This is an optimization exercise on Yosys and OpenROAD, whose aim is small area, a short achievable clock period and few clock cycles per item, not a production implementation.
Only simulation tests tie the RTL to the original design; equivalence was not proved.

==> run F <==
Design icu_quant, start of the top module:
module icu_quant (
    input  wire        clk,
    input  wire        rst,
    input  wire        in_valid,
    output wire        in_ready,
    input  wire [23:0] in_rgb,
    output reg         out_valid,
    input  wire        out_ready,
    output reg  [23:0] out_lo,
    output reg  [23:0] out_hi,
    output reg  [7:0]  out_avg
);
    localparam integer LOOK = 10;    
    integer i;
    genvar  gi;
    reg        rdy;
    assign in_ready = rdy;
    wire acc_now = in_valid && rdy && !rst;
    reg [23:0] in_q;
    reg        v0;
    reg [14:0] x_y, x_cb, x_cr;
    reg        v1;
    reg [7:0]  a_y, a_cb, a_cr;
    reg [9:0]  t_y, t_cb, t_cr;
    reg        v2;
    reg [7:0]  w_y, w_cb, w_cr;
    reg        v3;
    wire [14:0] fxy, fxcb, fxcr;
    icu_fwd u_fwd (
        .r(in_q[23:16]), .g(in_q[15:8]), .b(in_q[7:0]),
        .xy(fxy), .xcb(fxcb), .xcr(fxcr)
    );
    wire [7:0] da_y, da_cb, da_cr;
    wire [9:0] dt_y, dt_cb, dt_cr;
    icu_d125a u_day  (.x(x_y),  .a(da_y),  .t(dt_y));
    icu_d125a u_dacb (.x(x_cb), .a(da_cb), .t(dt_cb));
    icu_d125a u_dacr (.x(x_cr), .a(da_cr), .t(dt_cr));
    wire [8:0] qy, qcb, qcr;
    icu_d125b u_dby  (.a(a_y),  .t(t_y),  .q(qy));
    icu_d125b u_dbcb (.a(a_cb), .t(t_cb), .q(qcb));
    icu_d125b u_dbcr (.a(a_cr), .t(t_cr), .q(qcr));
  ...
make LEC_CHECK=0 CAP_MARGIN=20 CORE_MARGIN=2 CORE_UTILIZATION=40 SLEW_MARGIN=20 finish   # period 22.0 ns
run.sh (not shown) runs the stock make flow with config.mk's settings and CLKGATE_MAP_FILE= SYNTH_SCRIPT=/design/flow/synth_recipe.tcl, a recipe that flattens the netlist after the stock synthesis.
==> run P: changes against run F <==
==> flow/flow/run.sh (new file) <==
#!/bin/bash
# The standard layout (the standard.sh, all steps), with the port
# buffers made with a regular buf_4 cell, and the timing repair steps
# aiming at a 5.5 ns period instead of only meeting the 22 ns clock.
# The full output goes to standard.log in this folder.
set -e
export BUFFER_PORTS_ARGS="-buffer_cell sky130_fd_sc_hd__buf_4"
export SETUP_SLACK_MARGIN=16.5
bash standard.sh > standard.log 2>&1
==> flow/standard.sh (new file) <==
#!/bin/bash
# synth_recipe.tcl (not shown) runs the flow's synth.tcl, then flattens the netlist and writes it again
# the make line also repeats each setting of config.mk as NAME=value (left out here)
make -C /OpenROAD-flow-scripts/flow DESIGN_CONFIG=/design/flow/config.mk WORK_HOME=/design/flow/orfs CLKGATE_MAP_FILE= SYNTH_SCRIPT=/design/flow/synth_recipe.tcl "${@:-finish}"
removed: flow/run.sh
==> run G: changes against run F <==
==> flow/flow/run.sh (new file) <==
#!/bin/bash
# The standard layout (the standard.sh, all steps), except that the
# port buffers are made with a regular buf_4 cell instead of the flow's
# default choice. The full output goes to standard.log in this folder.
set -e
export BUFFER_PORTS_ARGS="-buffer_cell sky130_fd_sc_hd__buf_4"
bash standard.sh > standard.log 2>&1
==> flow/standard.sh (new file) <==
#!/bin/bash
# synth_recipe.tcl (not shown) runs the flow's synth.tcl, then flattens the netlist and writes it again
# the make line also repeats each setting of config.mk as NAME=value (left out here)
make -C /OpenROAD-flow-scripts/flow DESIGN_CONFIG=/design/flow/config.mk WORK_HOME=/design/flow/orfs CLKGATE_MAP_FILE= SYNTH_SCRIPT=/design/flow/synth_recipe.tcl "${@:-finish}"
removed: flow/run.sh
==> impl_metrics.py <==
metrics = {
    "placement": {
        "place_congestion": 0.857,
    },
    "global_route": {
        "use_met2": 0.273,
    },
    "status": {
        "status": "complete, no violations",
    },
    "layout": {
        "buf_share": 0.0200,
    },
}
That was run P.
==> impl_metrics.py <==
metrics = {
    "global_route": {
        "use_met2": 0.266,
    },
    "status": {
        "status": "complete, no violations",
    },
    "layout": {
        "buf_share": 0.0148,
    },
    "placement": {
        "place_congestion": 0.851,
    },
}
That was run G.
==> impl_metrics.py <==
metrics = {
    "status": {
        "status": "complete, no violations",
    },
    "worst_hold_path": {
        "holdPathStages": 0,
    },
    "route": {
        "ant_nets": 0,
    },
    "synthesis": {
        "syn_area_sq_mm": 0.0528,
    },
    "placement": {
        "place_congestion": 0.869,
    },
    "global_route": {
        "grt_first_pass_wirelength_mm": 172,
        "use_met2": 0.265,
    },
}
That was run F.
Testbench counts of run F, summed over its fixed seeds: cycles 6,456, items 384.
Testbench counts of run P, summed over its fixed seeds: cycles 6,456, items 384.
Testbench counts of run G, summed over its fixed seeds: cycles 6,456, items 384.

==> what the ideal ports hide <==
How much do the figures lean on ideal ports? The routed layouts below were timed once more, with nothing changed but the port constraints. Step 1 assumes that a clkbuf_16 drives the clock port and a buf_2 every other input. Step 2 adds t to the input delays and takes it off the output delays; t is the mean of the earliest and latest rising clock arrival at the registers after step 1. Input paths then give back, and output paths get back, about the clock's delay inside the block. Three values: no drivers, after step 1, after step 2; two values: the first two.
| run | t (ns) | setup WS [ns] | hold slack, ns | worst setup path at the end |
|---|---|---|---|---|
| run F | 0.778 | 15.499 / 15.499 / 15.499 | 0.301 / 0.301 / 0.301 | register to register |
| run P | 0.764 | 16.252 / 16.179 / 16.231 | 0.311 / 0.311 / 0.311 | input to register |
| run G | 0.783 | 15.563 / 15.563 / 15.563 | 0.314 / 0.314 / 0.314 | register to register |
After both steps setup and hold are still met in every run listed. The setup slack of run P, which loses most, moves by -0.073 ns with the drivers and by -0.021 ns with both steps.
